What follows belongs to an exercise in optimizing a design on an open flow for small area and few clock cycles; a production flow would make more cautious choices.
The RTL was checked by simulation tests, not by an equivalence proof against the original design.
Power and IR drop assume default switching activity.

`design/flow/design.v`:
```
module mpd_core (
    input  wire        clk,
    input  wire        rst,         
    input  wire        step,        
    input  wire        load,        
    input  wire [8:0]  load_len,
    input  wire [7:0]  sw,          
    output wire        ready,
    output wire [7:0]  imem_addr,
    input  wire [15:0] imem_data,
    output wire [7:0]  rs_out,
    output wire        halted,
    input  wire [4:0]  dbg_sel,
    output reg  [7:0]  dbg_data
);
    reg [7:0] r0, r1, r2, r3, ac, pc, rs, sp;
    reg [7:0] mem [0:15];
    reg       zf;
    reg [8:0] len;          
    assign ready     = 1'b1;
    assign imem_addr = pc;
    assign rs_out    = rs;
    assign halted    = ({1'b0, pc} >= len);
    wire [4:0] op   = imem_data[12:8];
    wire [3:0] dn   = imem_data[7:4];
    wire [3:0] sn   = imem_data[3:0];
    wire [7:0] data = imem_data[7:0];
    wire d_ok = ~dn[3];
    wire s_ok = ~sn[3];
    wire [2:0] di = dn[2:0];
    wire op_add = (op == 5'h00), op_sub = (op == 5'h01), op_inc = (op == 5'h02),
         op_dec = (op == 5'h03), op_cpl = (op == 5'h04), op_and = (op == 5'h05),
         op_or  = (op == 5'h06), op_xor = (op == 5'h07), op_rr  = (op == 5'h08),
         op_rl  = (op == 5'h09), op_call = (op == 5'h16), op_ret = (op == 5'h17),
         op_jz  = (op == 5'h18), op_store = (op == 5'h19), op_load = (op == 5'h1A),
         op_out = (op == 5'h1B), op_in  = (op == 5'h1C), op_set = (op == 5'h1D),
         op_jmp = (op == 5'h1E), op_mov = (op == 5'h1F);
    wire alu2 = op_add | op_sub | op_and | op_or | op_xor;
    wire alu1 = op_inc | op_dec | op_cpl | op_rr | op_rl;
    wire alu_do = (alu2 & d_ok & s_ok) | (alu1 & d_ok);
    wire [7:0] pc_inc = pc + 8'd1;
    reg [2:0] asel, bsel;
    always @(*) begin
        if (op_mov | op_store) asel = sn[2:0];
        else if (op_out)       asel = 3'd4;
        else if (op_call)      asel = 3'd5;
        else if (op_ret)       asel = 3'd7;
        else                   asel = di;
        if (op_store | alu1)   bsel = di;
        else                   bsel = sn[2:0];
    end
    function [7:0] rdreg(input [2:0] i, input [7:0] q0, input [7:0] q1, input [7:0] q2,
                         input [7:0] q3, input [7:0] q4, input [7:0] q5, input [7:0] q6,
                         input [7:0] q7);
        case (i)
            3'd0: rdreg = q0; 3'd1: rdreg = q1; 3'd2: rdreg = q2; 3'd3: rdreg = q3;
            3'd4: rdreg = q4; 3'd5: rdreg = q5; 3'd6: rdreg = q6; default: rdreg = q7;
        endcase
    endfunction
    function [7:0] ohsel(input [7:0] oh, input [7:0] q0, input [7:0] q1, input [7:0] q2,
                         input [7:0] q3, input [7:0] q4, input [7:0] q5, input [7:0] q6,
                         input [7:0] q7);
        ohsel = ({8{oh[0]}} & q0) | ({8{oh[1]}} & q1) | ({8{oh[2]}} & q2) | ({8{oh[3]}} & q3) |
                ({8{oh[4]}} & q4) | ({8{oh[5]}} & q5) | ({8{oh[6]}} & q6) | ({8{oh[7]}} & q7);
    endfunction
    wire [7:0] aoh = 8'd1 << asel;
    wire [7:0] boh = 8'd1 << bsel;
    wire [7:0] a = ohsel(aoh, r0, r1, r2, r3, ac, pc_inc, rs, sp);
    wire [7:0] b = ohsel(boh, r0, r1, r2, r3, ac, pc_inc, rs, sp);
    wire use_b = op_add | op_sub | op_rl | op_xor | op_or | op_and;
    wire inv   = op_sub | op_dec | op_cpl;
    wire cin   = op_sub | op_inc;
    wire kill  = op_xor | op_cpl;
    wire [7:0] y = (b & {8{use_b}}) ^ {8{inv}};
    wire [7:0] p = a ^ y;
    wire [7:0] g = a & y;
    wire [8:0] c;
    assign c[0] = cin;
    genvar k;
    generate
        for (k = 0; k < 8; k = k + 1) begin : g_cy
            assign c[k+1] = g[k] | (p[k] & c[k]);
        end
    endgenerate
    wire [7:0] cc = op_or ? g : kill ? 8'h00 : c[7:0];
    wire [7:0] s  = p ^ cc;
    wire [7:0] r  = op_and ? g : op_rr ? {1'b0, a[7:1]} : s;
    wire [7:0] mrd = mem[b[3:0]];
    wire [7:0] wv = op_load ? mrd : op_set ? data : op_in ? sw : r;
    wire [7:0] wd = rst ? 8'h00 : wv;
    wire do_step = step & ~load & ~halted;    
    wire rf_we = alu_do | ((op_mov | op_load) & d_ok & s_ok) | op_set | op_in | op_out | op_call;
    reg [2:0] widx;
    always @(*) begin
        if (op_set | op_in) widx = 3'd4;
        else if (op_out)    widx = 3'd6;
        else if (op_call)   widx = 3'd7;
        else                widx = di;
    end
    wire we = do_step & rf_we;
    wire pc_wv   = (we & (widx == 3'd5)) | (do_step & op_ret);
    wire pc_data = do_step & (op_jmp | op_call | (op_jz & zf));
    always @(posedge clk) begin
        if (rst | (we & (widx == 3'd0))) r0 <= wd;
        if (rst | (we & (widx == 3'd1))) r1 <= wd;
        if (rst | (we & (widx == 3'd2))) r2 <= wd;
        if (rst | (we & (widx == 3'd3))) r3 <= wd;
        if (rst | (we & (widx == 3'd4))) ac <= wd;
        if (rst | (we & (widx == 3'd6))) rs <= wd;
        if (rst | (we & (widx == 3'd7))) sp <= wd;
        if (rst | load | do_step)
            pc <= (rst | load) ? 8'h00 : pc_data ? data : pc_wv ? wv : pc_inc;
        if (rst | (do_step & alu_do))
            zf <= ~rst & (r == 8'h00);
        if (~rst & load)
            len <= load_len;
    end
    wire m_we = do_step & op_store & d_ok & s_ok;
    integer i;
    always @(posedge clk) begin
        for (i = 0; i < 16; i = i + 1)
            if (rst | (m_we & (b[3:0] == i)))
                mem[i] <= wd;
    end
    always @(*) begin
        case (dbg_sel[4:3])
            2'b00:   dbg_data = rdreg(dbg_sel[2:0], r0, r1, r2, r3, ac, pc, rs, sp);
            2'b01: begin
                case (dbg_sel[2:0])
                    3'd0:    dbg_data = {7'b0, zf};
                    3'd1:    dbg_data = len[7:0];
                    3'd2:    dbg_data = {7'b0, len[8]};
                    default: dbg_data = 8'h00;
                endcase
            end
            default: dbg_data = mem[dbg_sel[3:0]];
        endcase
    end
endmodule
```
`design/flow/config.mk`:
```
export PLATFORM = sky130hd
export DESIGN_NAME = mpd_core
export DESIGN_NICKNAME = mpd_core
export VERILOG_FILES = /design/flow/design.v
export SDC_FILE = /design/flow/constraint.sdc
export NUM_CORES = 4
export LEC_CHECK = 0
export ABC_AREA = 1
export CAP_MARGIN = 20
export CORE_MARGIN = 2
export CORE_UTILIZATION = 55
export GPL_TIMING_DRIVEN = 0
export SETUP_SLACK_MARGIN = 0.4
export SLEW_MARGIN = 20
```
`design/flow/flow/abc_area_nf.script`:
```
&get -n
&st
&deepsyn -T 60
&dch -f
&nf -R 1000 -C 32
&put
```
`design/flow/standard.sh`:
```
#!/bin/bash
# synth_recipe.tcl (not shown) runs the flow's synth.tcl, then flattens the netlist and writes it again
# the make line also repeats each setting of config.mk as NAME=value (left out here)
make -C /OpenROAD-flow-scripts/flow DESIGN_CONFIG=/design/flow/config.mk WORK_HOME=/design/flow/orfs CLKGATE_MAP_FILE= SYNTH_SCRIPT=/design/flow/synth_recipe.tcl "${@:-finish}"
```
`design/flow/flow/run.sh`:
```
#!/bin/bash
# Layout flow: the standard flow (standard.sh) with
#  - synthesis mapped for area by ABC (&deepsyn, then the &nf mapper;
#    flow/synth.tcl, flow/abc_area_nf.script),
#  - ports buffered with the smallest buffer, sky130_fd_sc_hd__buf_1,
#  - a clock tree of small clock buffers and no dummy loads.
# ORFS writes each step's full log under orfs/logs/; make's own output goes
# to flow_make.log in the work folder.
set -uo pipefail
W=$PWD
CTS_OPTS=${CTS_OPTS:--buf_list sky130_fd_sc_hd__clkbuf_4 -sink_clustering_size 8 -sink_clustering_max_diameter 50}
bash standard.sh \
  SYNTH_SCRIPT="$W/flow/synth.tcl" \
  BUFFER_PORTS_ARGS="-buffer_cell sky130_fd_sc_hd__buf_1" \
  CTS_ARGS="-sink_clustering_enable -repair_clock_nets -dont_use_dummy_load $CTS_OPTS" \
  finish > "$W/flow_make.log" 2>&1
```
`design/flow/constraint.sdc`:
```
create_clock -name core_clock -period 8.0 [get_ports {clk}]
set_input_delay 1.6000 -clock core_clock [delete_from_list [all_inputs] [get_ports {clk}]]
set_output_delay 1.6000 -clock core_clock [all_outputs]
set_load 0.01 [all_outputs]
```
`design/flow/flow/synth.tcl`:
```
# The standard flow's synthesis (synth_recipe.tcl in the work folder), with one change:
# the final technology mapping runs ABC with abc_area_nf.script (&deepsyn and
# the &nf area mapper) instead of ORFS's abc_area.script. Everything else, and so
# every register, stays as the standard synthesis makes it.
set flow_dir [file dirname [file normalize [info script]]]
set ::my_abc_script [file join $flow_dir abc_area_nf.script]
proc abc {args} {
  set i [lsearch -exact $args -script]
  if { $i >= 0 } { lset args [expr {$i + 1}] $::my_abc_script }
  yosys abc {*}$args
}
source [file join [file dirname $flow_dir] synth_recipe.tcl]
```
==> results.cfg, run 1 <==
[clock_tree]
cts_buffers = 31
tritoncts = built
hold_buffers = 0
clkSlewWorstSetupHoldPaths_ns = 0.09
clockRootBuffer = clkbuf_4
clock-sinks = 202
clk_latency_ns = 0.73
cts_max_level = 1
clock_path_buffers = 3

[timing]
max_slew.worst_pin.slew_ns = 1.35
hold_viol = 0
period_needed_ns = 7.44
finalCritPeriodShare_pct = 93.0
max_freq_mhz = 134
fin_worst_skew_ns = 0.102
setup_tns_ns = 0
rsz0062_at_grt = no
setup_violations = 0
report.final.slew_viol_count = 0
relSlewSlack_pct = 9.56

[die]
die_h_um = 141
core_area_um2 = 18100
rows = 49
ios = 68
floorplan.die_area_um2 = 19800
start_util_pct = 56.6
die_x_um = 141

[routing]
routedWlPerCell_um = 36.1
vias_per_cell = 8.24
final_antenna_net_count = 0
drt_iter0_markers = 3048
drc = 0
vias = 9837
routed_wl_mm = 43.2
dr.pass1.iters = 13

[synth]
synth_ff_type = edfxtp_1
synth-edff-count = 202
syn-num-nets = 908
synth_warnings = 2
syn_inst = 849
syn_area_um2 = 10300
synth_seq_cells = 202
netlist-cell-type-count = 50
synth_area_per_cell_um2 = 12.1
async_flop_share_pct = 0
ys_seq_area_share_pct = 59.0

[setup_path]
slowest_delay_ns = 0.81
r2r_end = mem[9][5]
worstSetupEndpointType = register
arrival_ns = 7.81
path_common_cell = nand2_1
worst-path-max-fanout = 23
critPathSlowestCell = nor2_2
reg2reg_from = pc[1]
rrSetupSlack_ns = 2.24
r2r_cells = 13
path_class = in2reg
start_kind = input pin
required_ns = 8.36

[pwr]
leakagePower_nw = 3.87
power_frac_seq_pct = 56.7
clockPowerShare_pct = 19.5
internal-power_w = 0.00175
sw_frac_of_total_pct = 34.8
p_switching_w = 0.000935
combPwrFrac_pct = 23.8
power_density_nw_per_um2 = 235
power_w = 0.00268
ir_drop_mv = 0.185

[flow_run]
max-cap-violations = 0

[cells_and_area]
num-nets-final = 1025
syn_to_final_growth_pct = 11.0
drive_above_1_share_pct = 9.85
finalNonFillerCells = 1194
fin_area_um2 = 11400

[global_routing]
grt_first_pass_wirelength_mm = 60.7
grt_start_max_net_pins = 26
antenna_found_initial = 1
grt_remaining_overflow = 0
grt_pass1_vias = 9060
globalRouteTotalUtil_pct = 42.3

[placement]
portBuffers = 63
place_area_um2 = 11100
globalplace.congestion = 1.02
dpl.hpwl_mm = 28.8
placed_cells = 1159

[min_path]
whs_path_depth = 1
min_to = pc[0]
hp-class = reg2reg
min_from = pc[0]

[outcome]
status = timing/DRC/antenna clean
==> state kept, by name, summed over array words and instances (netlist names) <==
register / count
mem: 128
len: 9
sp: 8
r1: 8
pc: 8
ac: 8
r0: 8
rs: 8
r2: 8
zf: 1
r3: 8
==> area by class of cell <==
cell class                 instances  area, µm²
fill                            1442       6730
timing repair buffer              83        395
multi-input combinational        633       4370
buffer                             1       7.51
clock buffer                      31        233
tap                              229        287
inverter                          14       52.6
antenna                            1       2.50
sequential                       202       6070
==> worst max path at each step <==
stage | start | slack [ns] | to
3_5_place_dp | imem_data[8] | -1.05 | mem[8][7]
3_3_place_gp | imem_data[8] | -1.26 | mem[13][7]
6_report | imem_data[10] | 0.56 | mem[10][6]
4_1_cts | imem_data[9] | 0.33 | mem[5][7]
2_1_floorplan | imem_data[9] | 1.17 | ac[7]
5_1_grt | imem_data[9] | 0.40 | mem[5][7]
==> cell families after synthesis <==
| family | after synthesis | synth area share (%) |
|---|---|---|
| simple gates | 315 | 14.7 |
| compound gates | 280 | 21.8 |
| flops | 202 | 59.0 |
| fa+ha+maj | 17 | 2.07 |
| buf+inv | 15 | 0.584 |
| mux | 12 | 1.18 |
| xor+xnor | 7 | 0.596 |
| other cells | 1 | 0.0365 |
==> layout by cell type (no fill, tap or decap), drive strengths merged, types with 6 or more instances in the layout <==
cell,synthesis,layout
edfxtp,202,202
nand2,107,107
a222oi,88,88
buf,1,81
nor2,63,64
a22oi,56,56
clkbuf,0,34
o21ai,28,28
a21oi,27,27
nand3,26,26
a221oi,21,21
nand4,20,20
ha,17,17
nor3,17,17
and2,15,15
nor2b,15,15
clkinv,14,14
nand2b,12,12
or2,11,11
mux2i,11,11
a22o,10,10
o221ai,10,10
and3,9,9
a31oi,7,7
o22ai,6,6
o31ai,6,6
==> repair_timing <==
action | in CTS | in global routing
resized for setup | 9 | 15
pin swaps | 0 | 3
buffers inserted | 0 | 2
endpoints found under the hold margin | 0 | 0
setup endpoints to repair | 65 | 94
gates cloned | 1 | 0
==> cell usage after synthesis, types with 15 or more instances <==
| master | count | area (µm²) |
|---|---|---|
| nor2b_1 | 15 | 93.8 |
| nor3_1 | 17 | 85.1 |
| nand3_1 | 26 | 130 |
| nand2_1 | 107 | 402 |
| ha_1 | 17 | 213 |
| a221oi_1 | 21 | 184 |
| a222oi_1 | 88 | 881 |
| a22oi_1 | 56 | 420 |
| o21ai_0 | 28 | 140 |
| a21oi_1 | 27 | 135 |
| and2_0 | 15 | 93.8 |
| nand4_1 | 20 | 125 |
| edfxtp_1 | 202 | 6070 |
| nor2_1 | 63 | 236 |
==> power by group through the flow <==
stage               Clock (W)  Combinational, W  Sequential (W)
floorplan                   0          0.000329         0.00148
global placement            0          0.000540         0.00153
detailed placement          0          0.000572         0.00153
CTS                  0.000518          0.000585         0.00151
global route         0.000557          0.000651         0.00153
finish               0.000523          0.000640         0.00152
==> layer usage <==
layer | share of wire [%] | routed length [µm] | vias to the layer above | GRT usage [%]
li1 | - | - | 3864 | -
met1 | 35 | 15300 | 4573 | 59.8
met2 | 40 | 17200 | 1163 | 59.0
met3 | 19 | 8280 | 237 | 16.9
met4 | 5.6 | 2420 | 0 | 16.1
met5 | 0 | 0 | - | 0
==> worst max-delay path, delay by kind of cell <==
kind                     cells  cell delay (ns)
AND/OR/NAND/NOR             13             3.48
AO/OA/AOI/OAI               10             1.90
buffers and inverters        2             0.39
adder cells (fa/ha/maj)      1             0.30
XOR/XNOR                     1             0.14
==> metrics by stage <==
step	setup slack, ns	hold slack (ns)	util (%)
after CTS	0.335	0.853	62.4
after detailed placement	-1.05	0.837	60.9
after global placement	-1.26	0.824	59.5
final	0.557	0.875	62.9
after floorplan	1.17	0.761	-
after global routing	0.397	0.904	62.9
Testbench counts, summed over its fixed seeds: cycles 16,064.
==> inputs of run 2 (changes only) <==
--- a/design/flow/config.mk
+++ b/design/flow/config.mk
@@ -10,5 +10,5 @@
 export CORE_MARGIN = 2
 export CORE_UTILIZATION = 55
 export GPL_TIMING_DRIVEN = 0
-export SETUP_SLACK_MARGIN = 0.4
+export SETUP_SLACK_MARGIN = 0.2
 export SLEW_MARGIN = 20
==> run 2 against run 1 <==
Critical path type unchanged. Flip-flop and latch count unchanged. Fmax down 2.1%. Non-clock buffer count down 1.
==> results.cfg, run 2 <==
[outcome]
status = timing/DRC/antenna clean

[pwr]
sw_frac_of_total_pct = 35.0
clockPowerShare_pct = 19.6
combPwrFrac_pct = 23.8
ir_drop_mv = 0.185
leakagePower_nw = 3.86
p_switching_w = 0.000940
power_frac_seq_pct = 56.6
internal-power_w = 0.00175
power_density_nw_per_um2 = 236

[synth]
ys_seq_area_share_pct = 59.0
synth.area.top_cells = edfxtp_1, a222oi_1, a22oi_1
syn_inst = 849
synth.largest_area_cell = edfxtp_1
synth_seq_cells = 202
yosysTopAreaCellShare_pct = 59.0
synth_warnings = 2
synth_ff_type = edfxtp_1
synth-edff-count = 202
syn-num-nets = 908
syn_area_um2 = 10300
netlist-cell-type-count = 50
async_flop_share_pct = 0
synth_common_cells = edfxtp_1, nand2_1, a222oi_1, nor2_1, a22oi_1
yosysMostFrequentCell = edfxtp_1
synth_area_per_cell_um2 = 12.1

[global_routing]
grt_first_pass_wirelength_mm = 60.3
grt_pass1_vias = 9024
use_met2_pct = 57.7
grt_use_met1_pct = 59.8
grt_start_max_net_pins = 26
antenna_found_initial = 1
busiest_layer = met1
use_met3_pct = 16.2
grt_remaining_overflow = 0
globalRouteTotalUtil_pct = 42.0

[min_path]
hp-class = reg2reg

[routing]
drc = 0
routedWlPerCell_um = 36.2
dr.pass1.iters = 13
vias = 9906
final_antenna_net_count = 0
routed_wl_mm = 43.2
drt_iter0_markers = 2919
vias_per_cell = 8.30

[placement]
globalplace.congestion = 1.02
portBuffers = 63
dpl.hpwl_mm = 28.8
placed_cells = 1159

[die]
floorplan.die_area_um2 = 19800
ios = 68
start_util_pct = 56.6
rows = 49
die_x_um = 141
core_area_um2 = 18100
die_h_um = 141

[setup_path]
start_kind = input pin
path_class = in2reg
slowest_delay_ns = 0.49
required_ns = 8.50
path_buf_inv = 2
worst-path-max-fanout = 11
worstSetupEndpointType = register
arrival_ns = 8.10
path_common_cell = a21oi_1
critPathSlowestCell = nor2_2
crit_family = compound AO/OA/AOI/OAI gates
rrSetupSlack_ns = 2.19

[cells_and_area]
top_register = mem
reg_top3 = mem: 128 flops, len: 9 flops
syn_to_final_growth_pct = 10.9
largest_reg_flops = 128
fillers = 1440
drive_above_1_share_pct = 9.45
num-nets-final = 1024
finalNonFillerCells = 1193
final_common_cell = edfxtp_1
layout_common_cells = edfxtp_1, nand2_1, a222oi_1

[clock_tree]
clock_path_buffers = 3
cts_buffers = 31
clockRootBuffer = clkbuf_4
cts_max_level = 1
clk_latency_ns = 0.74
tritoncts = built
clkSlewWorstSetupHoldPaths_ns = 0.09
clock-sinks = 202

[timing]
finalCritPeriodShare_pct = 95.0
setup_violations = 0
period_needed_ns = 7.60
max_slew.worst_pin.slew_ns = 1.30
hold_viol = 0
max_freq_mhz = 132
relSlewSlack_pct = 13.1
holdWs_ns = 0.881
setup_tns_ns = 0
report.final.slew_viol_count = 0
rsz0062_at_grt = no
fin_worst_skew_ns = 0.115

[flow_run]
max-cap-violations = 0
-- run 2: cell counts after synthesis --
No cell type changed its count.
-- run 2: path summary, 6_finish.rpt --
kind / startpoint / endpoint / cells past startpoint
worst max-delay path: imem_data[11] / r2[7] / 29
worst min-delay path: pc[0] / pc[0] / 1
worst max register to register: pc[1] / mem[9][5] / 13
worst min register to register: pc[0] / pc[0] / 1
-- run 2: area by class of cell --
cell class	count	area [µm²]	share of cell area [%]
Inverter	14	52.6	0.461
Timing Repair Buffer	82	387	3.39
Multi-Input combinational cell	633	4360	38.3
Antenna cell	1	2.50	0.0220
Clock buffer	31	233	2.04
Sequential cell	202	6070	53.2
Buffer	1	7.51	0.0659
Tap cell	229	287	2.51
-- run 2: repair_timing --
action	4_1_cts	5_1_grt
pin swaps	0	1
hold buffers	0	0
setup endpoints to repair	46	87
gates resized for setup	7	13
setup buffers	0	1
gates cloned	0	1
-- run 2: power by group through the flow --
stage          clock [W]  sequential (W)  combinational, W
3_5_place_dp           0         0.00153          0.000572
2_1_floorplan          0         0.00148          0.000329
5_1_grt         0.000556         0.00153          0.000651
3_3_place_gp           0         0.00153          0.000540
4_1_cts         0.000518         0.00151          0.000578
6_report        0.000528         0.00152          0.000640
-- run 2: cell families after synthesis --
group	synth area share [%]
and+or+nand+nor	14.7
AOI/OAI and AO/OA	21.8
DFF	59.0
adders and majority gates	2.07
buffers and inverters	0.584
muxes	1.18
xor gates and xnor gates	0.596
other	0.0365
-- run 2: metal layers --
layer | share of wire [%] | vias up
met4 | 6.1 | 0
li1 | - | 3865
met3 | 18 | 232
met5 | 0 | -
met2 | 40 | 1143
met1 | 36 | 4666
-- run 2: through the flow --
step / instance area, µm² / total power (W) / setup slack (ns) / utilization [%]
after global placement: 10800 / 0.00207 / -1.26 / 59.5
final: 11400 / 0.00269 / 0.397 / 62.8
after global routing: 11400 / 0.00274 / 0.203 / 62.8
after CTS: 11300 / 0.00260 / 0.235 / 62.3
after detailed placement: 11100 / 0.00210 / -1.05 / 60.9
after floorplan: 10300 / 0.00181 / 1.17 / -
==> inputs of run 3 (changes only) <==
--- a/design/flow/config.mk
+++ b/design/flow/config.mk
@@ -8,7 +8,7 @@
 export ABC_AREA = 1
 export CAP_MARGIN = 20
 export CORE_MARGIN = 2
-export CORE_UTILIZATION = 55
+export CORE_UTILIZATION = 60
 export GPL_TIMING_DRIVEN = 0
-export SETUP_SLACK_MARGIN = 0.2
+export SETUP_SLACK_MARGIN = 0.3
 export SLEW_MARGIN = 20
==> run 3 against run 2 <==
Sequential share of layout area grew 0.12 points. Die area shrank 8.1%. Critical path depth shrank 1. Global-route usage grew 2.3 points. Fmax grew 1.1%. Setup slack gained 0.081 ns. Synthesized cell count is the same. Clock-buffer cell count is the same. Flip-flop and latch count is the same. Clock skew shrank 0.048 ns. Critical path type unchanged.
==> results.cfg, run 3 <==
[synth]
synth_warnings = 2
netlist-cell-type-count = 50
synth_seq_cells = 202
syn_area_um2 = 10300
synth_area_per_cell_um2 = 12.1
async_flop_share_pct = 0
yosysMostFrequentCell = edfxtp_1
synth.largest_area_cell = edfxtp_1
synth_ff_type = edfxtp_1
synth-edff-count = 202
syn_inst = 849
ys_seq_area_share_pct = 59.0
synth.area.top_cells = edfxtp_1, a222oi_1, a22oi_1
syn-num-nets = 908
synth_common_cells = edfxtp_1, nand2_1, a222oi_1, nor2_1, a22oi_1
yosysTopAreaCellShare_pct = 59.0

[placement]
place_area_um2 = 11100
globalplace.congestion = 1.08
dpl.hpwl_mm = 27.9
placed_cells = 1150
portBuffers = 63
place_ws_ns = -0.304

[cells_and_area]
fin_area_um2 = 11400
reg_top3 = mem: 128 flops, len: 9 flops
top_register = mem
finalNonFillerCells = 1183
largest_reg_flops = 128
layout_common_cells = edfxtp_1, nand2_1, a222oi_1
drive_above_1_share_pct = 9.36
num-nets-final = 1023
syn_to_final_growth_pct = 10.6
final_common_cell = edfxtp_1

[pwr]
ir_drop_mv = 0.159
p_switching_w = 0.000917
leakagePower_nw = 3.86
sw_frac_of_total_pct = 34.4
internal-power_w = 0.00175
power_w = 0.00266
power_frac_seq_pct = 57.2
clockPowerShare_pct = 19.1
combPwrFrac_pct = 23.7
power_density_nw_per_um2 = 234

[timing]
relSlewSlack_pct = 16.6
timing.final.ws_setup_ns = 0.478
setup_tns_ns = 0
period_needed_ns = 7.52
finalCritPeriodShare_pct = 94.0
max_slew.worst_pin.slew_ns = 1.25
rsz0062_at_grt = no
max_freq_mhz = 133
hold_viol = 0
report.final.slew_viol_count = 0
fin_worst_skew_ns = 0.0673
setup_violations = 0

[clock_tree]
clkSlewWorstSetupHoldPaths_ns = 0.10
hold_buffers = 0
cts_max_level = 1
cts_setup_buffers = 0
tritoncts = built
clockRootBuffer = clkbuf_4
post_cts_resized = 0
clock_path_buffers = 3
clock-sinks = 202
clk_latency_ns = 0.71
cts_buffers = 31

[setup_path]
critPathSlowestCell = nor2_2
path_common_cell = nand2_1
rrSetupSlack_ns = 2.21
reg2reg_from = pc[2]
worstSetupEndpointType = register
required_ns = 8.30
start_kind = input pin
slowest_delay_ns = 0.79
path_class = in2reg
worst-path-max-fanout = 23
r2r_cells = 13
r2r_end = mem[3][5]
arrival_ns = 7.83

[die]
floorplan.die_area_um2 = 18200
start_util_pct = 61.8
die_h_um = 135
rows = 47
ios = 68
core_area_um2 = 16600
die_x_um = 135

[outcome]
status = timing/DRC/antenna clean

[routing]
vias_per_cell = 8.36
dr.pass1.iters = 12
routed_wl_mm = 40.8
final_antenna_net_count = 0
drc = 0
drt_iter0_markers = 3155
routedWlPerCell_um = 34.5
vias = 9894

[min_path]
min_to = pc[0]
min_from = pc[0]
hp-class = reg2reg
whs_path_depth = 1

[global_routing]
grt_remaining_overflow = 0
antenna_found_initial = 1
grt_first_pass_wirelength_mm = 58.1
grt_start_max_net_pins = 26
globalRouteTotalUtil_pct = 44.3
grt_pass1_vias = 9058

[flow_run]
max-cap-violations = 0
## run 3: worst max path at each step
| stage | start | to | slack (ns) | depth (start not counted) |
|---|---|---|---|---|
| 2_1_floorplan | imem_data[9] | ac[7] | 1.17 | 24 |
| 3_3_place_gp | imem_data[9] | mem[4][7] | -1.27 | 25 |
| 3_5_place_dp | imem_data[9] | mem[1][6] | -0.30 | 27 |
| 4_1_cts | imem_data[8] | mem[9][6] | 0.33 | 27 |
| 5_1_grt | imem_data[8] | mem[9][6] | 0.23 | 27 |
| 6_report | imem_data[11] | sp[6] | 0.48 | 28 |
## run 3: routing by layer
layer | GRT usage (%) | vias up | routed length [µm]
met4 | 21.3 | 0 | 2800
li1 | - | 3855 | -
met3 | 19.8 | 275 | 8030
met2 | 61.7 | 1213 | 16200
met1 | 59.5 | 4551 | 13800
met5 | 0 | - | 0
## run 3: logic make-up after synthesis
kind of cell    Yosys count  share of synthesized area [%]
fa+ha+maj                17                           2.07
buf+inv                  15                          0.584
compound gates          280                           21.8
flops                   202                           59.0
xor+xnor                  7                          0.596
simple gates            315                           14.7
mux                      12                           1.18
other cells               1                         0.0365
## run 3: critical path: cells and delay by family
| kind | cells | cell delay [ns] |
|---|---|---|
| compound gates | 12 | 2.30 |
| fa+ha+maj | 1 | 0.31 |
| simple gates | 12 | 2.97 |
| xor+xnor | 1 | 0.14 |
| buf+inv | 2 | 0.49 |
## run 3: power groups by stage
stage          Clock (W)  Combinational (W)  Sequential, W
2_1_floorplan          0           0.000329        0.00148
3_3_place_gp           0           0.000538        0.00153
3_5_place_dp           0           0.000577        0.00153
4_1_cts         0.000502           0.000580        0.00151
5_1_grt         0.000540           0.000647        0.00153
6_report        0.000510           0.000631        0.00152
## run 3: final cells by class
class / count / area (µm²)
fillers: 1277 / 5270
plain buffers: 1 / 7.51
flip-flops and latches: 202 / 6070
clock buffers: 31 / 233
diodes: 1 / 2.50
inverters: 14 / 52.6
multi-input cells: 632 / 4340
repair buffers: 82 / 393
well taps: 220 / 275
## run 3: through the flow
step | util, % | hold WS [ns]
2_1_floorplan | - | 0.761
3_3_place_gp | 64.8 | 0.822
3_5_place_dp | 66.4 | 0.836
4_1_cts | 67.8 | 0.855
5_1_grt | 68.3 | 0.906
6_report | 68.3 | 0.899
==> inputs of run 4 (changes only) <==
--- a/design/flow/flow/run.sh
+++ b/design/flow/flow/run.sh
@@ -8,7 +8,7 @@
 # to flow_make.log in the work folder.
 set -uo pipefail
 W=$PWD
-CTS_OPTS=${CTS_OPTS:--buf_list sky130_fd_sc_hd__clkbuf_4 -sink_clustering_size 8 -sink_clustering_max_diameter 50}
+CTS_OPTS=${CTS_OPTS:--buf_list sky130_fd_sc_hd__clkbuf_4 -sink_clustering_size 10 -sink_clustering_max_diameter 50}
 bash standard.sh \
   SYNTH_SCRIPT="$W/flow/synth.tcl" \
   BUFFER_PORTS_ARGS="-buffer_cell sky130_fd_sc_hd__buf_1" \
--- a/design/flow/config.mk
+++ b/design/flow/config.mk
@@ -8,7 +8,6 @@
 export ABC_AREA = 1
 export CAP_MARGIN = 20
 export CORE_MARGIN = 2
-export CORE_UTILIZATION = 60
+export CORE_UTILIZATION = 55
 export GPL_TIMING_DRIVEN = 0
-export SETUP_SLACK_MARGIN = 0.3
 export SLEW_MARGIN = 20
==> run 4 against run 3 <==
Die area up 8.8%. Combinational power rose by 0.6%. Clock power fell by 5.3%. Largest power group unchanged. Fmax fell by 2.6%. Critical path type unchanged. Non-clock buffer count up 1. Highest routed layer unchanged. Routed wire length grew 5.0%.
==> results.cfg, run 4 <==
[synth]
synth-edff-count = 202
synth_seq_cells = 202
syn_area_um2 = 10300
ys_seq_area_share_pct = 59.0
netlist-cell-type-count = 50
async_flop_share_pct = 0
synth_common_cells = edfxtp_1, nand2_1, a222oi_1, nor2_1, a22oi_1
synth.largest_area_cell = edfxtp_1
synth.area.top_cells = edfxtp_1, a222oi_1, a22oi_1
synth_warnings = 2
syn_inst = 849
synth_area_per_cell_um2 = 12.1
syn-num-nets = 908
yosysMostFrequentCell = edfxtp_1
yosysTopAreaCellShare_pct = 59.0
synth_ff_type = edfxtp_1

[timing]
finalCritPeriodShare_pct = 96.5
setup_tns_ns = 0
timing.final.ws_setup_ns = 0.281
setup_violations = 0
rsz0062_at_grt = no
fin_worst_skew_ns = 0.128
period_needed_ns = 7.72
hold_viol = 0
max_slew.worst_pin.slew_ns = 1.41
report.final.slew_viol_count = 0
holdWs_ns = 0.885
relSlewSlack_pct = 5.49
max_freq_mhz = 130

[cells_and_area]
top_register = mem
syn_to_final_growth_pct = 10.5
layout_common_cells = edfxtp_1, nand2_1, a222oi_1
finalNonFillerCells = 1189
multiInputGateArea_um2 = 4350
regArea_um2 = 6070
num-nets-final = 1020
final_common_cell = edfxtp_1
fillers = 1435
reg_top3 = mem: 128 flops, len: 9 flops
drive_above_1_share_pct = 8.86
largest_reg_flops = 128

[clock_tree]
cts_max_level = 1
cts_buffers = 26
clockRootBuffer = clkbuf_4
tritoncts = built
hold_buffers = 0
clkSlewWorstSetupHoldPaths_ns = 0.11
clk_latency_ns = 0.72
clock-sinks = 202
clock_path_buffers = 3

[die]
die_h_um = 141
core_area_um2 = 18100
start_util_pct = 56.6
die_x_um = 141
floorplan.die_area_um2 = 19800
rows = 49
ios = 68

[routing]
vias_per_cell = 8.26
vias = 9819
routed_wl_mm = 42.8
drt_iter0_markers = 2888
routedWlPerCell_um = 36.0
dr.pass1.iters = 13
drc = 0
final_antenna_net_count = 0

[setup_path]
worst-path-max-fanout = 12
reg2reg_from = pc[2]
slowest_delay_ns = 0.47
worstSetupEndpointType = register
rrSetupSlack_ns = 2.25
r2r_cells = 13
cp_num_cells = 27
path_class = in2reg
critPathSlowestCell = a211o_1
r2r_end = mem[10][5]
crit_family = compound AO/OA/AOI/OAI gates
arrival_ns = 8.20
start_kind = input pin
path_common_cell = a21oi_1
required_ns = 8.48
path_buf_inv = 2

[pwr]
power_density_nw_per_um2 = 232
ir_drop_mv = 0.200
leakagePower_nw = 3.84

[outcome]
status = timing/DRC/antenna clean

[global_routing]
grt_pass1_vias = 9046
antenna_found_initial = 1
grt_start_max_net_pins = 26
grt_remaining_overflow = 0
grt_first_pass_wirelength_mm = 59.9
globalRouteTotalUtil_pct = 41.8

[min_path]
hp-class = reg2reg
min_from = pc[0]
min_to = pc[0]
whs_path_depth = 1

[flow_run]
max-cap-violations = 0

[placement]
portBuffers = 63
placed_cells = 1159
globalplace.congestion = 1.02
place_ws_ns = -1.05
dpl.hpwl_mm = 28.8
-- run 4: cell count changes in the layout (fill, tap and decap cells not counted), sizes merged --
cell | before | now
buf | 81 | 83
clkbuf | 33 | 27
nor2 | 63 | 64
-- run 4: power breakdown --
part	internal (W)	leakage, nW	switching [W]	total, W
clock	0.000149	0.120	0.000335	0.000483
combinational	0.000178	1.65	0.000457	0.000635
sequential	0.00139	2.07	0.000127	0.00152
-- run 4: layout make-up --
class	instances	area share (%)
Tap cell	229	2.52
Inverter	14	0.463
Buffer	1	0.0661
Timing Repair Buffer	83	3.46
Multi-Input combinational cell	633	38.3
Sequential cell	202	53.4
Clock buffer	26	1.72
Antenna cell	1	0.0220
-- run 4: cells by family after synthesis --
| family | Yosys count | share of synthesized area, % |
|---|---|---|
| AOI/OAI and AO/OA | 280 | 21.8 |
| adders and majority gates | 17 | 2.07 |
| xor gates and xnor gates | 7 | 0.596 |
| buffers and inverters | 15 | 0.584 |
| and+or+nand+nor | 315 | 14.7 |
| muxes | 12 | 1.18 |
| DFF | 202 | 59.0 |
| other | 1 | 0.0365 |
-- run 4: worst max path at each step --
stage,start,endpoint,slack (ns)
2_1_floorplan,imem_data[9],ac[7],1.17
3_3_place_gp,imem_data[8],mem[13][7],-1.26
3_5_place_dp,imem_data[8],mem[8][7],-1.05
4_1_cts,imem_data[9],r2[7],0.002
5_1_grt,imem_data[9],mem[2][7],0.02
6_report,imem_data[9],mem[2][7],0.28
-- run 4: per-stage QoR --
step	utilization, %	area (µm²)	power (W)
global placement	59.5	10800	0.00207
finish	62.6	11400	0.00264
global route	62.6	11400	0.00269
CTS	62.0	11300	0.00256
floorplan	-	10300	0.00181
detailed placement	60.9	11100	0.00210
-- run 4: layer usage --
layer / up-vias / GRT usage [%] / share of wire [%]
li1: 3850 / - / -
met1: 4581 / 57.7 / 35
met2: 1151 / 57.6 / 40
met3: 237 / 17.7 / 19
met4: 0 / 18.5 / 6.0
met5: - / 1.25 / 0
-- run 4: timing repair --
action	in CTS	in global routing
buffers inserted	0	1
setup endpoints to repair	23	94
gates resized for setup	1	17
pin swaps	0	1
gates cloned	0	1
==> inputs of run 5 (changes only) <==
--- a/design/flow/flow/run.sh
+++ b/design/flow/flow/run.sh
@@ -8,7 +8,7 @@
 # to flow_make.log in the work folder.
 set -uo pipefail
 W=$PWD
-CTS_OPTS=${CTS_OPTS:--buf_list sky130_fd_sc_hd__clkbuf_4 -sink_clustering_size 10 -sink_clustering_max_diameter 50}
+CTS_OPTS=${CTS_OPTS:--buf_list sky130_fd_sc_hd__clkbuf_4 -sink_clustering_size 7 -sink_clustering_max_diameter 40}
 bash standard.sh \
   SYNTH_SCRIPT="$W/flow/synth.tcl" \
   BUFFER_PORTS_ARGS="-buffer_cell sky130_fd_sc_hd__buf_1" \
--- a/design/flow/config.mk
+++ b/design/flow/config.mk
@@ -10,4 +10,5 @@
 export CORE_MARGIN = 2
 export CORE_UTILIZATION = 55
 export GPL_TIMING_DRIVEN = 0
+export SETUP_SLACK_MARGIN = 0.4
 export SLEW_MARGIN = 20
==> run 5 against run 4 <==
Still clean. Combinational power is 2% higher. Synthesized cell count stayed put. Sequential power hardly changed. Largest cell class unchanged. Highest routed layer unchanged.
==> results.cfg, run 5 <==
[pwr]
clockPowerShare_pct = 20.8
ir_drop_mv = 0.208
internal-power_w = 0.00179
leakagePower_nw = 3.93
power_frac_seq_pct = 55.6
combPwrFrac_pct = 23.6
p_switching_w = 0.000939
power_density_nw_per_um2 = 238
sw_frac_of_total_pct = 34.4

[routing]
final_antenna_net_count = 0
drt_iter0_markers = 2892
routed_wl_mm = 42.8
dr.pass1.iters = 17
vias = 9826
drc = 0
routedWlPerCell_um = 35.5
vias_per_cell = 8.15

[setup_path]
path_buf_inv = 1
reg2reg_from = pc[1]
path_cells = clkbuf_2 -> nand2b_2 -> mux2i_1 -> nand2_1 -> nor2_1 -> a222oi_1 -> and4_1 -> nor2b_1 -> nor2b_1 -> a22o_1 -> a221oi_1 -> and4_1 -> a31oi_1 -> o31ai_1 -> nor2_2
worst-path-max-fanout = 23
worstSetupEndpointType = register
path_class = in2reg
crit_family = simple AND/OR/NAND/NOR gates
start_kind = input pin
required_ns = 8.25
arrival_ns = 7.69
critPathSlowestCell = nor2b_1
slowest_delay_ns = 1.10
startpoint = imem_data[9]

[clock_tree]
clockRootBuffer = clkbuf_4
cts_buffers = 38
clock_path_buffers = 3
cts_max_level = 2
clkSlewWorstSetupHoldPaths_ns = 0.08
clk_latency_ns = 0.64
tritoncts = built
clock-sinks = 202

[synth]
synth-xor-area-share_pct = 0.596
ys_seq_area_share_pct = 59.0
synth-edff-count = 202
syn_area_um2 = 10300
synth_ff_type = edfxtp_1
yosysTopAreaCellShare_pct = 59.0
synth_top_family_by_area = compound AO/OA/AOI/OAI gates
netlist-cell-type-count = 50
async_flop_share_pct = 0
yosys.area_share.simple_pct = 14.7
synth-compound-area-share_pct = 21.8
synth_seq_cells = 202
synthMuxAreaShare_pct = 1.18
synth.largest_area_cell = edfxtp_1
synth.area.top_cells = edfxtp_1, a222oi_1, a22oi_1
synth_warnings = 2
syn_inst = 849
synth_area_per_cell_um2 = 12.1
syn-num-nets = 908
yosysMostFrequentCell = edfxtp_1
synth_common_cells = edfxtp_1, nand2_1, a222oi_1, nor2_1, a22oi_1
yosys.area_share.adder_pct = 2.07

[timing]
rsz0062_at_grt = no
setup_violations = 0
holdWs_ns = 0.897
setup_tns_ns = 0
period_needed_ns = 7.44
finalCritPeriodShare_pct = 93.0
max_freq_mhz = 134
max_slew.worst_pin.slew_ns = 1.37
relSlewSlack_pct = 8.44
hold_viol = 0
report.final.slew_viol_count = 0
fin_worst_skew_ns = 0.0724

[flow_run]
max-cap-violations = 0

[cells_and_area]
fillers = 1435
layout_common_cells = edfxtp_1, nand2_1, a222oi_1
regArea_um2 = 6070
num-nets-final = 1036
largest_reg_flops = 128
drive_above_1_share_pct = 10.7
final_common_cell = edfxtp_1
multiInputGateArea_um2 = 4380
reg_top3 = mem: 128 flops, len: 9 flops
top_register = mem
syn_to_final_growth_pct = 11.9

[global_routing]
grt_first_pass_wirelength_mm = 60.8
grt_pass1_vias = 9178
globalRouteTotalUtil_pct = 42.7
grt_remaining_overflow = 0
antenna_found_initial = 1
grt_start_max_net_pins = 26

[die]
floorplan.die_area_um2 = 19800
die_h_um = 141
core_area_um2 = 18100
rows = 49
die_x_um = 141
ios = 68
start_util_pct = 56.6

[min_path]
hp-class = reg2reg
min_from = pc[0]

[placement]
portBuffers = 63
globalplace.congestion = 1.02
dpl.hpwl_mm = 28.8

[outcome]
status = timing/DRC/antenna clean
[run 5: cell count changes in the layout (fill, tap and decap cells not counted), sizes merged]
cell | before | now
clkbuf | 27 | 40
buf | 83 | 86
[run 5: per-stage QoR]
step	setup WS, ns	utilization, %	area [µm²]	std cells	power (W)
floorplan	1.17	-	10300	849	0.00181
global placement	-1.26	59.5	10800	1141	0.00207
detailed placement	-1.05	60.9	11100	1159	0.00210
CTS	0.408	62.7	11400	1198	0.00267
global route	0.385	63.4	11500	1205	0.00280
finish	0.564	63.4	11500	1205	0.00273
[run 5: path summary, 6_finish.rpt]
| kind | to | slack, ns | cells past startpoint |
|---|---|---|---|
| max reg2reg | mem[3][5] | 2.06 | 13 |
| max | mem[3][5] | 0.56 | 15 |
| min | pc[0] | 0.90 | 1 |
| min reg2reg | pc[0] | 0.90 | 1 |
[run 5: final cells by class]
class | instances | area share, %
Multi-Input combinational cell | 633 | 38.0
Tap cell | 229 | 2.49
Buffer | 1 | 0.0653
Sequential cell | 202 | 52.7
Inverter | 14 | 0.457
Clock buffer | 38 | 2.48
Antenna cell | 1 | 0.0218
Timing Repair Buffer | 87 | 3.70
[run 5: power groups by stage]
stage	Combinational, W	Sequential [W]	Clock, W
global route	0.000659	0.00153	0.000612
global placement	0.000540	0.00153	0
finish	0.000645	0.00152	0.000570
detailed placement	0.000572	0.00153	0
floorplan	0.000329	0.00148	0
CTS	0.000585	0.00151	0.000572
[run 5: repair_timing]
item | CTS | global route
gates resized for setup | 11 | 14
setup endpoints to repair | 93 | 94
hold buffers | 0 | 0
cloned | 1 | 0
setup buffers | 0 | 5
pin swaps | 1 | 5
[run 5: per-layer routing]
metal | track usage [%] | wire length, µm
met5 | 0 | 0
met4 | 18.5 | 2710
met3 | 19.4 | 8520
met2 | 58.4 | 16800
met1 | 58.7 | 14800
[run 5: cells by family (layout without fill, tap and decap cells)]
logic type | Yosys count | count (layout)
multiplexers | 12 | 12
flip-flops | 202 | 202
buffers and inverters | 15 | 140
adder cells (fa/ha/maj) | 17 | 17
XOR/XNOR | 7 | 7
other | 1 | 2
AND/OR/NAND/NOR | 315 | 316
AO/OA/AOI/OAI | 280 | 280

## afterwards: timing with drivers on the ports
The results above use ideal ports. As a check the final layouts listed here were re-extracted and re-timed, cells and wires unchanged.
Step 1 sets driving cells, clkbuf_16 on the clock port and buf_2 on the other inputs (assumed; they add their load-dependent delay and slew).
Step 2, shift: input delay + t, output delay - t, t = (earliest + latest rising clock arrival at the registers) / 2. This alone moves slack from input paths to output paths.
Three values: ideal ports, drivers, drivers and shift; two values: the first two.
run | t, ns | setup slack, ns | worst setup path at the end | clock arrival spread, ns | worst data-port slew with drivers (ns)
run 1 | 0.718 | 0.557 / 0.571 / -0.147 | input to register | 0.101 / 0.102 | 0.04
run 2 | 0.723 | 0.397 / 0.412 / -0.311 | input to register | 0.115 / 0.115 | 0.05
run 3 | 0.718 | 0.478 / 0.492 / -0.226 | input to register | 0.068 / 0.068 | 0.04
run 4 | 0.699 | 0.281 / 0.299 / -0.399 | input to register | 0.128 / 0.129 | 0.05
run 5 | 0.648 | 0.564 / 0.582 / -0.066 | input to register | 0.073 / 0.072 | 0.05
With both steps, setup timing fails in every run listed, where it was met with ideal ports. For run 2, which loses most, drivers alone change the setup slack by +0.015 ns; drivers and shift together by -0.708 ns.
